This design comes from an exercise in tuning for small area, a short achievable clock period and few clock cycles on the open sky130 flow, not from production work. Only simulation tests tie the RTL to the original design; equivalence was not proved. Power is estimated from default activity; no workload was simulated.

## design/flow/design.v

```verilog
module erpc_codec (
    input  wire        clk,
    input  wire        rst,
    input  wire        cmd_valid,
    output wire        cmd_ready,
    input  wire [7:0]  cmd_op,
    input  wire [8:0]  cmd_service,
    input  wire [7:0]  cmd_request,
    input  wire [2:0]  cmd_msg_type,
    input  wire [31:0] cmd_sequence,
    input  wire [15:0] cmd_f_len,
    input  wire [15:0] cmd_f_crc,
    input  wire [7:0]  cmd_byte,
    input  wire [15:0] cmd_len,
    input  wire        in_valid,
    output wire        in_ready,
    input  wire [31:0] in_data,
    output reg         done,
    output wire [3:0]  status,
    output wire [15:0] crc_out,
    output wire [63:0] out_bytes,
    output wire [3:0]  consumed,
    output wire [8:0]  o_service,
    output wire [7:0]  o_request,
    output wire [2:0]  o_msg_type,
    output wire [31:0] o_sequence,
    output wire [15:0] o_len,
    output wire [15:0] o_crc
);
    localparam [15:0] CRC_INIT = 16'hEF4A;
    reg        busy;         
    reg        last_q;       
    reg [3:0]  nsel;         
    reg        k_crc;        
    reg        k_frm;        
    reg        k_match;      
    reg        chk;          
    reg        mt_unk;       
    reg        svc_unk;      
    reg [15:0] crc;
    reg [31:0] W;
    reg [31:0] L;
    reg [3:0]  st;
    wire [13:0] cnt  = W[13:0];   
    wire [1:0]  tail = L[1:0];    
    assign cmd_ready = !busy;
    assign in_ready  = busy;
    wire acc  = cmd_valid && !busy;
    wire beat = in_valid && busy;
    wire [7:0] op = cmd_op;
    wire op_ok   = (op[7:6] == 2'b00) && (op[3:2] == 2'b00) && (op[5:4] != 2'b00);
    wire is_init = (op == 8'h10);
    wire is_upd  = (op == 8'h11);
    wire is_bufc = (op == 8'h13) || (op == 8'h30) || (op == 8'h33);
    wire is_enc  = (op == 8'h20);
    wire is_bld  = (op == 8'h22);
    wire is_hdec = (op == 8'h21);
    wire is_mat  = (op == 8'h23);
    wire is_fdec = (op == 8'h32);
    wire svc_ok  = !cmd_service[8] && (cmd_service[7:4] == 4'd0) && (cmd_service[3:0] != 4'd0);
    wire mt_ok   = !cmd_msg_type[2];
    wire len0    = (cmd_len == 16'd0);
    wire len_ge8 = (cmd_len[15:3] != 13'd0);
    wire len_ge4 = (cmd_len[15:2] != 14'd0);
    wire len_le4 = (cmd_len[15:3] == 13'd0) && (!cmd_len[2] || cmd_len[1:0] == 2'd0);
    wire go_crc  = is_bufc && !len0;
    wire go_hdr  = (is_hdec || (is_mat && svc_ok)) && len_ge8;
    wire go_frm  = is_fdec && len_ge4;
    reg [3:0] st_acc;
    always @(*) begin
        st_acc = 4'd0;
        if (!op_ok)
            st_acc = 4'd15;
        if (is_enc && !(svc_ok && mt_ok))
            st_acc = 4'd15;
        if (is_bld && !svc_ok)
            st_acc = 4'd15;
        if ((is_hdec && !len_ge8) || (is_fdec && !len_ge4))
            st_acc = 4'd8;
        if (is_mat)
            st_acc = !svc_ok ? 4'd15 : !len_ge8 ? 4'd1 : 4'd0;
    end
    function [3:0] onehot_n;    
        input [1:0] t;
        onehot_n = (t == 2'd0) ? 4'b1000 : (t == 2'd3) ? 4'b0100 : (t == 2'd2) ? 4'b0010 : 4'b0001;
    endfunction
    wire [7:0] d0 = in_data[7:0];
    wire [7:0] d1 = in_data[15:8];
    wire [7:0] d2 = in_data[23:16];
    wire [7:0] d3 = in_data[31:24];
    wire [7:0] ch = crc[15:8];
    wire [7:0] cl = crc[7:0];
    wire n4 = nsel[3];
    wire n3 = nsel[2];
    wire n2 = nsel[1];
    wire n1 = nsel[0];
    wire nu = !busy;            
    wire [7:0] m0 = {8{n4}} & (d0 ^ ch);
    wire [7:0] m1 = ({8{n4}} & (d1 ^ cl)) | ({8{n3}} & (d0 ^ ch));
    wire [7:0] m2 = ({8{n4}} & d2) | ({8{n3}} & (d1 ^ cl)) | ({8{n2}} & (d0 ^ ch));
    wire [7:0] m3 = ({8{n4}} & d3) | ({8{n3}} & d2) | ({8{n2}} & (d1 ^ cl)) | ({8{n1}} & (d0 ^ ch))
                  | ({8{nu}} & (cmd_byte ^ ch));
    wire [15:0] crc_blk;
    assign crc_blk[0] = ((((m0[2] ^ m0[3]) ^ m0[4]) ^ ((m1[3] ^ m1[4]) ^ m1[6])) ^ (((m2[0] ^ m2[3]) ^ m2[4]) ^ (m3[0] ^ m3[4])));
    assign crc_blk[1] = ((((m0[3] ^ m0[4]) ^ m0[5]) ^ ((m1[4] ^ m1[5]) ^ m1[7])) ^ (((m2[1] ^ m2[4]) ^ m2[5]) ^ (m3[1] ^ m3[5])));
    assign crc_blk[2] = ((((m0[0] ^ m0[4]) ^ m0[5]) ^ ((m0[6] ^ m1[5]) ^ m1[6])) ^ (((m2[2] ^ m2[5]) ^ m2[6]) ^ (m3[2] ^ m3[6])));
    assign crc_blk[3] = ((((m0[1] ^ m0[5]) ^ m0[6]) ^ ((m0[7] ^ m1[6]) ^ m1[7])) ^ (((m2[3] ^ m2[6]) ^ m2[7]) ^ (m3[3] ^ m3[7])));
    assign crc_blk[4] = ((((m0[0] ^ m0[2]) ^ m0[6]) ^ (m0[7] ^ m1[0])) ^ (((m1[7] ^ m2[0]) ^ m2[4]) ^ (m2[7] ^ m3[4])));
    assign crc_blk[5] = (((((m0[0] ^ m0[1]) ^ m0[2]) ^ (m0[4] ^ m0[7])) ^ ((m1[0] ^ m1[1]) ^ (m1[3] ^ m1[4]))) ^ ((((m1[6] ^ m2[0]) ^ m2[1]) ^ (m2[3] ^ m2[4])) ^ ((m2[5] ^ m3[0]) ^ (m3[4] ^ m3[5]))));
    assign crc_blk[6] = (((((m0[1] ^ m0[2]) ^ m0[3]) ^ (m0[5] ^ m1[1])) ^ ((m1[2] ^ m1[4]) ^ (m1[5] ^ m1[7]))) ^ (((m2[1] ^ m2[2]) ^ (m2[4] ^ m2[5])) ^ ((m2[6] ^ m3[1]) ^ (m3[5] ^ m3[6]))));
    assign crc_blk[7] = (((((m0[0] ^ m0[2]) ^ m0[3]) ^ (m0[4] ^ m0[6])) ^ ((m1[2] ^ m1[3]) ^ (m1[5] ^ m1[6]))) ^ (((m2[2] ^ m2[3]) ^ (m2[5] ^ m2[6])) ^ ((m2[7] ^ m3[2]) ^ (m3[6] ^ m3[7]))));
    assign crc_blk[8] = (((((m0[1] ^ m0[3]) ^ m0[4]) ^ (m0[5] ^ m0[7])) ^ ((m1[0] ^ m1[3]) ^ (m1[4] ^ m1[6]))) ^ (((m1[7] ^ m2[0]) ^ (m2[3] ^ m2[4])) ^ ((m2[6] ^ m2[7]) ^ (m3[3] ^ m3[7]))));
    assign crc_blk[9] = ((((m0[0] ^ m0[2]) ^ (m0[4] ^ m0[5])) ^ ((m0[6] ^ m1[0]) ^ (m1[1] ^ m1[4]))) ^ (((m1[5] ^ m1[7]) ^ (m2[0] ^ m2[1])) ^ ((m2[4] ^ m2[5]) ^ (m2[7] ^ m3[4]))));
    assign crc_blk[10] = ((((m0[0] ^ m0[1]) ^ (m0[3] ^ m0[5])) ^ ((m0[6] ^ m0[7]) ^ (m1[0] ^ m1[1]))) ^ (((m1[2] ^ m1[5]) ^ (m1[6] ^ m2[1])) ^ ((m2[2] ^ m2[5]) ^ (m2[6] ^ m3[5]))));
    assign crc_blk[11] = ((((m0[1] ^ m0[2]) ^ (m0[4] ^ m0[6])) ^ ((m0[7] ^ m1[1]) ^ (m1[2] ^ m1[3]))) ^ (((m1[6] ^ m1[7]) ^ (m2[2] ^ m2[3])) ^ ((m2[6] ^ m2[7]) ^ m3[6])));
    assign crc_blk[12] = ((((m0[0] ^ m0[4]) ^ (m0[5] ^ m0[7])) ^ ((m1[0] ^ m1[2]) ^ m1[6])) ^ (((m1[7] ^ m2[0]) ^ m2[7]) ^ ((m3[0] ^ m3[4]) ^ m3[7])));
    assign crc_blk[13] = ((((m0[0] ^ m0[1]) ^ m0[5]) ^ ((m0[6] ^ m1[0]) ^ m1[1])) ^ (((m1[3] ^ m1[7]) ^ m2[0]) ^ ((m2[1] ^ m3[1]) ^ m3[5])));
    assign crc_blk[14] = ((((m0[0] ^ m0[1]) ^ m0[2]) ^ ((m0[6] ^ m0[7]) ^ m1[1])) ^ (((m1[2] ^ m1[4]) ^ m2[1]) ^ ((m2[2] ^ m3[2]) ^ m3[6])));
    assign crc_blk[15] = ((((m0[1] ^ m0[2]) ^ m0[3]) ^ ((m0[7] ^ m1[2]) ^ m1[3])) ^ (((m1[5] ^ m2[2]) ^ m2[3]) ^ (m3[3] ^ m3[7])));
    wire [15:0] crc_next = crc_blk ^ ({16{n1 | nu}} & {cl, 8'h00});
    wire next_last = (cnt[13:2] == 12'd0) && (tail == 2'd0 ? cnt[1:0] == 2'd2 : cnt[1:0] == 2'd1);
    always @(posedge clk) begin
        if (rst) begin
            busy <= 1'b0;
            done <= 1'b0;
            st   <= 4'd0;
            chk  <= 1'b0;
            nsel <= 4'd0;
        end else begin
            done <= 1'b0;
            if (acc) begin
                busy     <= go_crc || go_hdr || go_frm;
                done     <= !(go_crc || go_hdr || go_frm);
                st       <= st_acc;
                chk      <= (op == 8'h33);
                last_q   <= is_bufc ? len_le4 : is_fdec;
                nsel     <= go_crc ? (len_le4 ? onehot_n(cmd_len[1:0]) : 4'b1000) : 4'd0;
                k_crc    <= is_bufc;
                k_frm    <= is_fdec;
                k_match  <= is_mat;
            end
            if (beat) begin
                if (last_q) begin
                    busy <= 1'b0;
                    done <= 1'b1;
                end
                if (k_crc) begin
                    last_q <= next_last;
                    nsel   <= last_q ? 4'd0 : next_last ? onehot_n(tail) : 4'b1000;
                end else
                    last_q <= 1'b1;
                if (k_match && !last_q && !(in_data[7:0] == 8'h02 && in_data[23:8] == L[23:8]))
                    st <= 4'd4;
            end
        end
    end
    wire crc_init = rst || (acc && (is_init || is_bufc));
    always @(posedge clk) begin
        if (crc_init)
            crc <= CRC_INIT;
        else if ((acc && is_upd) || (beat && k_crc))
            crc <= crc_next;
    end
    always @(posedge clk) begin
        if (acc || (beat && (k_crc || (!k_frm && last_q)))) begin
            W[31:14] <= busy ? in_data[31:14] : cmd_sequence[31:14];
            W[13:0]  <= busy ? (k_crc ? cnt - 14'd1 : in_data[13:0])
                             : (op[4] ? cmd_len[15:2] : cmd_sequence[13:0]);
        end
    end
    always @(posedge clk) begin
        if (acc || (beat && !k_crc && (k_frm || !last_q))) begin
            if (busy)
                L <= in_data;
            else if (op[4])
                L <= {cmd_f_crc, (op[1:0] == 2'b01) ? cmd_f_len : cmd_len};
            else
                L <= {8'h01, cmd_service[7:0], cmd_request, 5'd0, cmd_msg_type & {3{~op[1]}}};
        end
        if (beat && !k_crc && (k_frm || !last_q)) begin
            mt_unk  <= (in_data[7:2] != 6'd0);
            svc_unk <= !(in_data[23:20] == 4'd0 && in_data[19:16] != 4'd0);
        end
    end
    assign status     = {st[3], st[2], st[1] | (chk && (crc != L[31:16])), st[0]};
    assign crc_out    = crc;
    assign out_bytes  = {W, L};
    wire st_ok = (st == 4'd0);
    assign consumed   = {st_ok && !k_frm, st_ok && k_frm, 2'b00};
    assign o_sequence = W;
    assign o_request  = L[15:8];
    assign o_service  = {svc_unk, L[23:16] & {8{!svc_unk}}};
    assign o_msg_type = {mt_unk, L[1:0] & {2{!mt_unk}}};
    assign o_len      = L[15:0];
    assign o_crc      = k_frm ? L[31:16] : crc;
endmodule
```

## design/flow/flow/run.sh

```bash
#!/bin/bash
# The standard layout, with the smallest buffer on every port.
set -euo pipefail
export BUFFER_PORTS_ARGS="-buffer_cell sky130_fd_sc_hd__buf_1"
bash standard.sh > standard.log 2>&1
```

## design/flow/standard.sh

```bash
#!/bin/bash
# synth_recipe.tcl (not shown) runs the flow's synth.tcl, then flattens the netlist and writes it again
# the make line also repeats each setting of config.mk as NAME=value (left out here)
make -C /OpenROAD-flow-scripts/flow DESIGN_CONFIG=/design/flow/config.mk WORK_HOME=/design/flow/orfs CLKGATE_MAP_FILE= SYNTH_SCRIPT=/design/flow/synth_recipe.tcl "${@:-finish}"
```

## design/flow/config.mk

```make
export PLATFORM = sky130hd
export DESIGN_NAME = erpc_codec
export DESIGN_NICKNAME = erpc_codec
export VERILOG_FILES = /design/flow/design.v
export SDC_FILE = /design/flow/constraint.sdc
export NUM_CORES = 4
export LEC_CHECK = 0
export CAP_MARGIN = 20
export CORE_MARGIN = 2
export CORE_UTILIZATION = 50
export SETUP_SLACK_MARGIN = 2.0
export SLEW_MARGIN = 20
```

## design/flow/constraint.sdc

```tcl
create_clock -name core_clock -period 5.0 [get_ports {clk}]
set_input_delay 1.0000 -clock core_clock [delete_from_list [all_inputs] [get_ports {clk}]]
set_output_delay 1.0000 -clock core_clock [all_outputs]
set_load 0.01 [all_outputs]
```

==> results_tabular.tex, run 1 <==
\begin{tabular}{lr}
\hline
Metric & Value \\
\hline
\multicolumn{2}{l}{\textbf{Logic synthesis}} \\
Biggest area consumer among synthesized cells & edfxtp\_1 \\
Number of storage elements in the synthesis netlist & 97 \\
Async set-or-reset flop fraction in the synthesized netlist & 0\% \\
Number of cells produced by synthesis & 921 \\
Number of enable flip-flop cells after synthesis & 70 \\
Fraction of the yosys area taken by sequential cells & 32.1\% \\
Synthesis warning total & 1 \\
Area contributors post-synth & edfxtp\_1 26\%, xnor2\_1 12\%, xor2\_1 6.6\% \\
Syn Std Cell Area & 0.00822 sq mm \\
Most used DFF post-synth & edfxtp\_1 \\
Share of the synthesized area in the top cell type & 25.6\% \\
Post-synth cell types & 63 \\
Mean area per synthesized cell & 8.93 sq um \\
\multicolumn{2}{l}{\textbf{Clocking}} \\
Number of sinks handled by clock tree synthesis & 97 \\
Source-to-sink clock delay at the later pin of the worst-skew pair & 0.36 ns \\
Post-CTS clock slew at the launch and capture registers of the worst setup and hold paths & 0.08 ns \\
Clock tree from TritonCTS & done \\
Hold Buf Count CTS & 0 \\
H-tree depth & 3 \\
Clock tree root buffer cell & clkbuf\_16 \\
Max Root-Sink Buffers & 2 \\
TritonCTS Buffers & 9 \\
\multicolumn{2}{l}{\textbf{Timing}} \\
Final clock period utilization by the worst path & 60.1\% \\
Setup violations, final & 0 \\
Final Critical Period & 3.01 ns \\
Worst slew margin relative to its limit & 34.7\% \\
Skew final & 0.0138 ns \\
Unrepaired setup endpoints after global routing & true \\
Hold slack & 0.477 ns \\
Hold Vio Cnt, Final & 0 \\
Setup\_tns & 0 ns \\
Max Freq & 333 MHz \\
Slew at the pin closest to its max-slew limit & 0.979 ns \\
Pins over their slew limit & 0 \\
\multicolumn{2}{l}{\textbf{Status}} \\
Run status & complete, no violations \\
\multicolumn{2}{l}{\textbf{Run}} \\
Max Cap Violations & 0 \\
\multicolumn{2}{l}{\textbf{Global route}} \\
Via count of the first global-routing pass & 7384 \\
Overall Global Routing Usage & 35.8\% \\
Antenna violations before repair & 0 \\
Maximum number of pins on one net before global-route repair & 62 \\
Wire length of the first global-routing pass & 47100 um \\
Remaining Overflow, GRT & 0 \\
\multicolumn{2}{l}{\textbf{Power}} \\
Cell leakage power & 3.31 nW \\
Overall power consumption & 2.11 mW \\
Switching power share of the total & 32.2\% \\
Areal power density over the cells & 216 mW/mm\^{}2 \\
Share of total power in sequential cells & 45.5\% \\
Clock network fraction of total power & 32.1\% \\
Cell internal pwr & 1.43 mW \\
Net switching power & 679 uW \\
Logic pwr share & 22.4\% \\
Peak VDD IR & 0.164 mV \\
\multicolumn{2}{l}{\textbf{Floorplan}} \\
Overall die area & 0.0175 sq mm \\
Initial standard-cell utilization of the core & 51.4\% \\
Std cell rows & 46 \\
Core region area & 0.0160 sq mm \\
\# IOs & 327 \\
DIE HEIGHT & 132 um \\
Horizontal die dimension & 132 um \\
\multicolumn{2}{l}{\textbf{Layout}} \\
Non-filler cells in the finished layout & 1389 \\
Fraction of final layout cells sized beyond drive strength 1 & 11.5\% \\
Post-route design area & 0.00977 sq mm \\
Syn-to-layout area delta & 18.8\% \\
Net count, final & 1321 \\
\# diodes & 0 \\
\multicolumn{2}{l}{\textbf{Place}} \\
GPL Wtd Cong & 0.994 \\
Placed cell areas & 0.00913 sq mm \\
Placed Cells & 1355 \\
Post-detailed-placement half-perimeter wirelength & 24600 um \\
Number of I/O port buffers & 324 \\
\multicolumn{2}{l}{\textbf{Routing}} \\
Residual DRC & 0 \\
Final antenna-violating net count & 0 \\
Avg Vias per Cell & 5.90 \\
Routed wire length & 32400 um \\
Average routed wire per standard cell & 23.3 um \\
Iteration-0 DRC count of the detailed router & 1066 \\
Detailed-routing iteration count for the pre-antenna-repair pass & 9 \\
Via count & 8197 \\
\multicolumn{2}{l}{\textbf{Hold path}} \\
Class of the tightest hold or removal check & register to register \\
\multicolumn{2}{l}{\textbf{Worst setup path}} \\
Worst Path Max Fanout & 5 \\
Critical path launch point type & register \\
Worst R2R Setup Slack & 2.13 ns \\
CP Capture Type & primary output \\
Worst setup path class & register to primary output \\
Crit path DAT & 2.01 ns \\
Worst EP required & 4.00 ns \\
\hline
\end{tabular}
-- logic make-up after synthesis --
group | share of synthesized area [%]
and+or+nand+nor | 13.4
AOI/OAI and AO/OA | 17.2
xor gates and xnor gates | 20.4
buffers and inverters | 9.59
DFF | 32.1
muxes | 7.08
adders and majority gates | 0.152
other | 0.0456
-- placed cells by master, fill, tap and decap left out, types with 14 or more instances in the layout --
master	n
a22oi_1	14
nand2_1	102
a21oi_1	24
nor2b_1	14
o211ai_1	17
buf_1	313
xnor2_1	104
nor3_1	16
xor2_1	55
mux2_2	25
mux2i_1	30
edfxtp_1	70
buf_4	30
nand3_1	21
nor2_1	25
o21ai_0	78
inv_1	23
-- cell type report --
type                            instances  area (sq um)
Sequential cell                        97          2670
Fill cell                            1548          6230
Tap cell                              216           270
Inverter                               24          90.1
Timing Repair Buffer                  354          1460
Clock buffer                           10           229
Clock inverter                          6          43.8
Multi-Input combinational cell        682          5000
-- cells in the mapped netlist (2+ instances only) --
cell	instances
o22a_1	2
mux2i_1	30
xnor3_1	5
nand4_1	6
nor4_1	15
a211oi_1	9
nand3b_1	3
o221a_2	4
clkbuf_1	37
or4_1	2
o22ai_1	3
a22o_1	7
buf_2	6
a31oi_1	4
xor2_2	2
edfxtp_1	70
a221oi_1	6
inv_1	23
a22oi_1	19
nand2b_1	8
buf_1	12
a222oi_1	11
nand3_1	21
or2_2	3
or3_1	5
xor2_1	62
and3_1	4
a21o_1	2
dfxtp_1	27
nor3_1	16
a41oi_1	2
buf_4	63
a311oi_1	3
nor2b_1	14
o21ai_0	81
nand2_1	102
and2_1	7
o41ai_1	3
xnor2_1	110
a21boi_0	2
mux2_2	25
o211ai_1	17
a21oi_1	24
nor2_1	25
-- registers in the layout, summed over array words and instances (netlist names) --
register  cells
L            32
W            32
crc          16
nsel          4
st            4
busy          1
chk           1
done          1
k_crc         1
k_frm         1
k_match       1
last_q        1
mt_unk        1
svc_unk       1
-- stage by stage --
step	setup slack, ns	util [%]
5_1_grt	1.89	61.0
3_5_place_dp	1.30	57.1
4_1_cts	1.96	59.9
3_3_place_gp	1.37	57.1
6_report	1.99	61.0
2_1_floorplan	2.02	-
-- power groups by stage --
| stage | clock network, mW | registers (mW) | logic, mW |
|---|---|---|---|
| 3_5_place_dp | 0 | 0.983 | 0.437 |
| 4_1_cts | 0.672 | 0.960 | 0.456 |
| 5_1_grt | 0.704 | 0.962 | 0.507 |
| 3_3_place_gp | 0 | 0.984 | 0.437 |
| 2_1_floorplan | 0 | 0.979 | 0.279 |
| 6_report | 0.677 | 0.959 | 0.473 |
-- routing by layer --
| layer | wire [um] | track usage [%] |
|---|---|---|
| met3 | 2700 | 5.15 |
| met1 | 13100 | 48.9 |
| met4 | 920 | 10.6 |
| met5 | 0 | 0 |
| met2 | 15700 | 59.3 |
-- critical path: stages (launching register included) --
cell and delay (ns):
edfxtp_1 0.52, xor2_1 0.19, nor4_1 0.23, nand4_1 0.32
a21o_1 0.26, buf_1 0.12
-- final timing paths --
kind | startpoint | cells after the start | endpoint
max | L[18] | 5 | status[1]
min | st[1] | 2 | st[1]
max reg2reg | nsel[2] | 8 | crc[8]
min reg2reg | st[1] | 2 | st[1]
-- what timing repair did --
item                       in CTS  in global routing
cloned                          0                  0
gates resized for setup        31                 27
hold endpoints to repair        0                  0
setup buffers                   9                  9
pin swaps                       3                  5
setup endpoints to repair      15                 17
Testbench counts, summed over its fixed seeds: cycles 121,025.
==> run 2: changes to the inputs <==
--- a/design/flow/config.mk
+++ b/design/flow/config.mk
@@ -9,3 +9,4 @@
 export CORE_MARGIN = 2
-export CORE_UTILIZATION = 50
+export CORE_UTILIZATION = 45
+export GPL_TIMING_DRIVEN = 1
 export SETUP_SLACK_MARGIN = 2.0
==> results_tabular.tex, run 2 <==
\begin{tabular}{lr}
\hline
Metric & Value \\
\hline
\multicolumn{2}{l}{\textbf{Worst setup path}} \\
Worst setup path class & register to primary output \\
Critical path launch point type & register \\
Worst EP required & 4.00 ns \\
Path depth of the worst reg2reg path & 8 \\
CP Capture Type & primary output \\
Crit path DAT & 2.02 ns \\
Worst Path Max Fanout & 4 \\
\multicolumn{2}{l}{\textbf{Layout}} \\
Commonest cells after routing, fill and taps aside & 314 x buf\_1, 108 x xnor2\_1, 102 x nand2\_1 \\
Post-route design area & 0.00981 sq mm \\
Most common library cell in the layout ignoring fill and taps & buf\_1 \\
Net count, final & 1323 \\
Fraction of final layout cells sized beyond drive strength 1 & 10.9\% \\
Largest registers in the final layout & L: 32 flops, W: 32 flops, crc: 16 flops \\
Syn-to-layout area delta & 19.3\% \\
Filler cell count & 1769 \\
Non-filler cells in the finished layout & 1405 \\
\multicolumn{2}{l}{\textbf{Logic synthesis}} \\
Area contributors post-synth & edfxtp\_1 26\%, xnor2\_1 12\%, xor2\_1 6.6\% \\
Fraction of the yosys area taken by sequential cells & 32.1\% \\
Syn Std Cell Area & 0.00822 sq mm \\
Number of enable flip-flop cells after synthesis & 70 \\
Most instantiated cells after synthesis & 110 x xnor2\_1, 102 x nand2\_1, 81 x o21ai\_0, 70 x edfxtp\_1, 63 x buf\_4 \\
Mean area per synthesized cell & 8.93 sq um \\
Post-synth cell types & 63 \\
Async set-or-reset flop fraction in the synthesized netlist & 0\% \\
Synthesis warning total & 1 \\
Share of the synthesized area in the top cell type & 25.6\% \\
Biggest area consumer among synthesized cells & edfxtp\_1 \\
Number of storage elements in the synthesis netlist & 97 \\
Number of cells produced by synthesis & 921 \\
Most used DFF post-synth & edfxtp\_1 \\
Top-count cell post-synth & xnor2\_1 \\
\multicolumn{2}{l}{\textbf{Clocking}} \\
H-tree depth & 3 \\
Source-to-sink clock delay at the later pin of the worst-skew pair & 0.36 ns \\
Clock tree root buffer cell & clkbuf\_16 \\
Hold Buf Count CTS & 0 \\
Number of sinks handled by clock tree synthesis & 97 \\
TritonCTS Buffers & 9 \\
Clock tree from TritonCTS & done \\
Post-CTS clock slew at the launch and capture registers of the worst setup and hold paths & 0.07 ns \\
Max Root-Sink Buffers & 2 \\
\multicolumn{2}{l}{\textbf{Routing}} \\
Via count & 8036 \\
Detailed-routing iteration count for the pre-antenna-repair pass & 7 \\
Average routed wire per standard cell & 22.7 um \\
Residual DRC & 0 \\
Routed wire length & 31900 um \\
Avg Vias per Cell & 5.72 \\
Final antenna-violating net count & 0 \\
Iteration-0 DRC count of the detailed router & 691 \\
\multicolumn{2}{l}{\textbf{Place}} \\
Number of I/O port buffers & 324 \\
Placed cell areas & 0.00913 sq mm \\
Post-detailed-placement half-perimeter wirelength & 25100 um \\
GPL Wtd Cong & 0.984 \\
Placed Cells & 1365 \\
\multicolumn{2}{l}{\textbf{Global route}} \\
Remaining Overflow, GRT & 0 \\
Antenna violations before repair & 1 \\
Via count of the first global-routing pass & 7358 \\
Maximum number of pins on one net before global-route repair & 81 \\
Wire length of the first global-routing pass & 45900 um \\
Overall Global Routing Usage & 31.6\% \\
\multicolumn{2}{l}{\textbf{Power}} \\
Peak VDD IR & 0.158 mV \\
Areal power density over the cells & 216 mW/mm\^{}2 \\
Cell leakage power & 3.32 nW \\
Overall power consumption & 2.12 mW \\
\multicolumn{2}{l}{\textbf{Floorplan}} \\
Horizontal die dimension & 139 um \\
Core region area & 0.0180 sq mm \\
Std cell rows & 49 \\
Overall die area & 0.0194 sq mm \\
DIE HEIGHT & 139 um \\
Initial standard-cell utilization of the core & 45.8\% \\
\# IOs & 327 \\
\multicolumn{2}{l}{\textbf{Timing}} \\
Final Critical Period & 3.02 ns \\
Final clock period utilization by the worst path & 60.4\% \\
Skew final & 0.0134 ns \\
Hold Vio Cnt, Final & 0 \\
Setup\_tns & 0 ns \\
Worst slew margin relative to its limit & 34.8\% \\
Unrepaired setup endpoints after global routing & true \\
Slew at the pin closest to its max-slew limit & 0.976 ns \\
Max Freq & 331 MHz \\
Pins over their slew limit & 0 \\
Setup violations, final & 0 \\
\multicolumn{2}{l}{\textbf{Hold path}} \\
Class of the tightest hold or removal check & register to register \\
Worst hold path cell count & 2 \\
\multicolumn{2}{l}{\textbf{Status}} \\
Run status & complete, no violations \\
\multicolumn{2}{l}{\textbf{Run}} \\
Max Cap Violations & 0 \\
\hline
\end{tabular}
-- run 2: stage by stage --
step / setup slack (ns) / hold WS [ns] / utilization [%]
detailed placement: 1.46 / 0.466 / 50.8
CTS: 1.94 / 0.476 / 53.1
floorplan: 2.02 / 0.446 / -
global placement: 1.47 / 0.468 / 50.8
finish: 1.98 / 0.481 / 54.6
global route: 1.92 / 0.517 / 54.6
-- run 2: what timing repair did --
item | CTS | global route
pin swaps | 5 | 11
setup buffers | 6 | 16
hold endpoints to repair | 0 | 0
endpoints found under the setup margin | 19 | 17
gates resized for setup | 15 | 34
-- run 2: kinds of logic after synthesis --
kind of cell / after synthesis / synth area share, %
buf+inv: 143 / 9.59
xor+xnor: 180 / 20.4
compound gates: 211 / 17.2
other cells: 1 / 0.0456
simple gates: 233 / 13.4
mux: 55 / 7.08
fa+ha+maj: 1 / 0.152
flops: 97 / 32.1
-- run 2: path summary, 6_finish.rpt --
path	from	endpoint	slack, ns
setup / recovery	L[21]	status[1]	1.98
hold / removal	st[1]	st[1]	0.48
setup reg to reg	nsel[1]	crc[8]	2.17
hold reg to reg	st[1]	st[1]	0.48
-- run 2: cell type report --
type	count	area [sq um]	area share, %
multi-input cells	682	4970	50.7
flip-flops and latches	97	2670	27.2
repair buffers	356	1510	15.3
well taps	229	287	2.92
clock buffers	9	225	2.30
inverters	24	90.1	0.919
clock inverters	7	57.6	0.587
diodes	1	2.50	0.0255
-- run 2: metal layers --
layer,vias to the layer above,routed length [um],global-route usage [%]
li1,3741,-,-
met1,3849,13600,42.5
met2,401,15200,52.1
met3,45,2490,5.73
met4,0,652,9.20
met5,-,0,0
-- run 2: where the power goes --
group | switching (mW) | leakage (nW) | internal [mW] | total [mW]
Sequential | 0.0502 | 0.915 | 0.909 | 0.959
Combinational | 0.285 | 2.27 | 0.183 | 0.468
Clock | 0.347 | 0.135 | 0.346 | 0.694
-- run 2: critical path, cell delays in order, from the launching register on --
cell	delay [ns]
edfxtp_1	0.49
xor2_1	0.19
nor4_2	0.30
nand4_1	0.31
a21o_1	0.26
buf_1	0.12
==> run 3: changes to the inputs <==
--- a/design/flow/design.v
+++ b/design/flow/design.v
@@ -37,4 +37,2 @@
     reg        chk;          
-    reg        mt_unk;       
-    reg        svc_unk;      
     reg [15:0] crc;
@@ -151,3 +149,3 @@
                     last_q <= 1'b1;
-                if (k_match && !last_q && !(in_data[7:0] == 8'h02 && in_data[23:8] == L[23:8]))
+                if (k_match && !last_q && !(in_data[7:0] == 8'h02 && in_data[23:20] == 4'd0 && in_data[19:8] == L[19:8]))
                     st <= 4'd4;
@@ -179,6 +177,2 @@
         end
-        if (beat && !k_crc && (k_frm || !last_q)) begin
-            mt_unk  <= (in_data[7:2] != 6'd0);
-            svc_unk <= !(in_data[23:20] == 4'd0 && in_data[19:16] != 4'd0);
-        end
     end
@@ -191,2 +185,4 @@
     assign o_request  = L[15:8];
+    wire   mt_unk     = (L[7:2] != 6'd0);
+    wire   svc_unk    = !(L[23:20] == 4'd0 && L[19:16] != 4'd0);
     assign o_service  = {svc_unk, L[23:16] & {8{!svc_unk}}};
--- a/design/flow/config.mk
+++ b/design/flow/config.mk
@@ -9,4 +9,3 @@
 export CORE_MARGIN = 2
-export CORE_UTILIZATION = 45
-export GPL_TIMING_DRIVEN = 1
+export CORE_UTILIZATION = 40
 export SETUP_SLACK_MARGIN = 2.0
==> results_tabular.tex, run 3 <==
\begin{tabular}{lr}
\hline
Metric & Value \\
\hline
\multicolumn{2}{l}{\textbf{Floorplan}} \\
Overall die area & 0.0215 sq mm \\
DIE HEIGHT & 147 um \\
Initial standard-cell utilization of the core & 40.5\% \\
Horizontal die dimension & 147 um \\
\# IOs & 327 \\
Std cell rows & 52 \\
Core region area & 0.0201 sq mm \\
\multicolumn{2}{l}{\textbf{Layout}} \\
Most common library cell in the layout ignoring fill and taps & buf\_1 \\
Commonest cells after routing, fill and taps aside & 309 x buf\_1, 107 x nand2\_1, 92 x xnor2\_1 \\
Largest registers in the final layout & L: 32 flops, W: 32 flops, crc: 16 flops \\
Fraction of final layout cells sized beyond drive strength 1 & 12.4\% \\
Filler cell count & 2000 \\
Syn-to-layout area delta & 21.1\% \\
Net count, final & 1315 \\
\multicolumn{2}{l}{\textbf{Logic synthesis}} \\
Number of storage elements in the synthesis netlist & 95 \\
Number of enable flip-flop cells after synthesis & 68 \\
Fraction of the yosys area taken by sequential cells & 31.7\% \\
Synthesis warning total & 1 \\
Mean area per synthesized cell & 8.91 sq um \\
Share of the synthesized area in the top cell type & 25.1\% \\
Most instantiated cells after synthesis & 107 x nand2\_1, 102 x xnor2\_1, 85 x o21ai\_0, 68 x buf\_4, 68 x edfxtp\_1 \\
Area contributors post-synth & edfxtp\_1 25\%, xnor2\_1 11\%, dfxtp\_1 6.6\% \\
Number of cells produced by synthesis & 915 \\
Most used DFF post-synth & edfxtp\_1 \\
Async set-or-reset flop fraction in the synthesized netlist & 0\% \\
Biggest area consumer among synthesized cells & edfxtp\_1 \\
Post-synth cell types & 64 \\
Syn Std Cell Area & 0.00815 sq mm \\
Top-count cell post-synth & nand2\_1 \\
\multicolumn{2}{l}{\textbf{Routing}} \\
Avg Vias per Cell & 5.62 \\
Routed wire length & 32200 um \\
Average routed wire per standard cell & 22.4 um \\
Detailed-routing iteration count for the pre-antenna-repair pass & 6 \\
Residual DRC & 0 \\
Iteration-0 DRC count of the detailed router & 651 \\
Via count & 8085 \\
Final antenna-violating net count & 0 \\
\multicolumn{2}{l}{\textbf{Timing}} \\
Unrepaired setup endpoints after global routing & true \\
Final clock period utilization by the worst path & 61.5\% \\
Skew final & 0.0105 ns \\
Setup violations, final & 0 \\
Worst slew margin relative to its limit & 30.6\% \\
Setup\_tns & 0 ns \\
Final Critical Period & 3.07 ns \\
Hold Vio Cnt, Final & 0 \\
Final worst-path setup slack & 1.93 ns \\
Slew at the pin closest to its max-slew limit & 1.04 ns \\
Max Freq & 325 MHz \\
Pins over their slew limit & 0 \\
\multicolumn{2}{l}{\textbf{Worst setup path}} \\
Worst setup path class & register to primary output \\
Critical path launch point type & register \\
Ordered cell list for the critical path & xor2\_1 -> nor4\_2 -> nand4\_1 -> a21o\_1 -> buf\_1 \\
Worst EP required & 4.00 ns \\
Worst Path Max Fanout & 7 \\
Crit path DAT & 2.07 ns \\
Critical path's largest stage delay & 0.60 ns \\
Timing startpoint of the critical path & crc[15] \\
CP Capture Type & primary output \\
Master of the slowest instance on the critical path & dfxtp\_1 \\
Startpoint of the worst-slack reg-to-reg timing path & nsel[0] \\
\multicolumn{2}{l}{\textbf{Global route}} \\
Overall Global Routing Usage & 28.5\% \\
Antenna violations before repair & 0 \\
Remaining Overflow, GRT & 0 \\
Via count of the first global-routing pass & 7369 \\
Maximum number of pins on one net before global-route repair & 79 \\
Wire length of the first global-routing pass & 46100 um \\
\multicolumn{2}{l}{\textbf{Run}} \\
Max Cap Violations & 0 \\
\multicolumn{2}{l}{\textbf{Power}} \\
Logic pwr share & 21.1\% \\
Areal power density over the cells & 224 mW/mm\^{}2 \\
Switching power share of the total & 30.9\% \\
Cell leakage power & 3.37 nW \\
Share of total power in sequential cells & 42.7\% \\
Clock network fraction of total power & 36.3\% \\
Peak VDD IR & 0.165 mV \\
Net switching power & 684 uW \\
Cell internal pwr & 1.53 mW \\
\multicolumn{2}{l}{\textbf{Place}} \\
Post-detailed-placement half-perimeter wirelength & 24600 um \\
GPL Wtd Cong & 1.02 \\
Number of I/O port buffers & 320 \\
Worst setup slack after placement & 1.23 ns \\
\multicolumn{2}{l}{\textbf{Clocking}} \\
H-tree depth & 3 \\
Hold Buf Count CTS & 0 \\
TritonCTS Buffers & 9 \\
Post-CTS clock slew at the launch and capture registers of the worst setup and hold paths & 0.07 ns \\
Number of sinks handled by clock tree synthesis & 95 \\
Clock tree root buffer cell & clkbuf\_16 \\
Source-to-sink clock delay at the later pin of the worst-skew pair & 0.37 ns \\
Clock tree from TritonCTS & done \\
Max Root-Sink Buffers & 2 \\
\multicolumn{2}{l}{\textbf{Status}} \\
Run status & complete, no violations \\
\multicolumn{2}{l}{\textbf{Hold path}} \\
Hold path start & st[1] \\
Class of the tightest hold or removal check & register to register \\
\hline
\end{tabular}
==> run 3: critical path: cells and delay by family (launching register included) <==
family | cells | cell delay, ns
simple gates | 2 | 0.58
buf+inv | 1 | 0.13
compound gates | 1 | 0.25
flops | 1 | 0.60
xor+xnor | 1 | 0.15
==> run 3: area by class of cell <==
type	count	area (sq um)	area share, %
Clock inverter	7	109	1.10
Antenna cell	1	2.50	0.0254
Timing Repair Buffer	350	1460	14.8
Multi-Input combinational cell	684	5040	51.1
Inverter	22	83.8	0.850
Clock buffer	9	225	2.28
Tap cell	270	338	3.42
Sequential cell	95	2610	26.4
==> run 3: power groups by stage <==
stage / Sequential, mW / Clock, mW / Combinational, mW
2_1_floorplan: 0.960 / 0 / 0.279
3_3_place_gp: 0.963 / 0 / 0.431
3_5_place_dp: 0.963 / 0 / 0.431
4_1_cts: 0.942 / 0.804 / 0.447
5_1_grt: 0.947 / 0.832 / 0.498
6_report: 0.943 / 0.801 / 0.465
==> run 3: path summary, 6_finish.rpt <==
check	end	slack [ns]	cells past startpoint
setup / recovery	status[1]	1.93	5
hold / removal	st[1]	0.48	2
setup reg to reg	crc[8]	2.07	8
hold reg to reg	st[1]	0.48	2
==> run 3: kinds of logic after synthesis <==
group / count (synthesis) / synth area share (%)
compound gates: 215 / 17.3
xor+xnor: 169 / 20.3
fa+ha+maj: 1 / 0.154
buf+inv: 141 / 9.84
flops: 95 / 31.7
mux: 51 / 6.63
other cells: 1 / 0.0460
simple gates: 242 / 14.0
==> run 3: what timing repair did <==
item,4_1_cts,5_1_grt
pin swaps,5,7
endpoints found under the hold margin,0,0
endpoints found under the setup margin,16,21
setup buffers,10,10
gates resized for setup,35,25
==> run 3: layer usage <==
layer | wire [um] | track usage [%] | vias to the layer above | part of all wire, %
met5 | 0 | 0 | - | 0
met4 | 828 | 10.1 | 0 | 2.6
met3 | 2800 | 5.25 | 46 | 8.7
met2 | 15300 | 47.3 | 442 | 48
met1 | 13200 | 37.4 | 3891 | 41
li1 | - | - | 3706 | -
==> run 3: stage by stage <==
| stage | hold slack [ns] | area (sq um) | util (%) | instances | total power, mW |
|---|---|---|---|---|---|
| 6_report | 0.478 | 9860 | 49.1 | 1438 | 2.21 |
| 5_1_grt | 0.521 | 9860 | 49.1 | 1437 | 2.28 |
| 4_1_cts | 0.479 | 9620 | 47.9 | 1427 | 2.19 |
| 3_5_place_dp | 0.469 | 9100 | 45.3 | 1401 | 1.39 |
| 3_3_place_gp | 0.467 | 9100 | 45.3 | 1401 | 1.39 |
| 2_1_floorplan | 0.446 | 8190 | - | 920 | 1.24 |
Testbench counts of run 3, summed over its fixed seeds: cycles 121,025.

==> afterwards: timing with drivers on the ports <==
The results above use ideal ports. As a check the final layouts listed here were re-extracted and re-timed, cells and wires unchanged.
Step 1: set_driving_cell puts a clkbuf_16 on clk and a buf_2 on each other input, an assumption about the parent block.
Step 2 adds t to the input delays and takes it off the output delays; t is the mean of the earliest and latest rising clock arrival at the registers after step 1. Input paths then give back, and output paths get back, about the clock's delay inside the block.
Slacks: ideal ports / drivers / drivers and shift; pairs: ideal ports / drivers.
run | t (ns) | setup WS [ns] | clock arrival spread, ns | worst data-port slew with drivers (ns) | pins driven straight from the clock port
run 1 | 0.404 | 1.993 / 1.946 / 1.626 | 0.013 / 0.014 | 0.06 | 1
run 2 | 0.400 | 1.979 / 1.933 / 1.703 | 0.014 / 0.015 | 0.08 | 1
run 3 | 0.410 | 1.926 / 1.878 / 1.557 | 0.011 / 0.011 | 0.07 | 1
After both steps setup and hold are still met in every run listed. For run 3, which loses most, drivers alone change the setup slack by -0.048 ns; drivers and shift together by -0.369 ns.
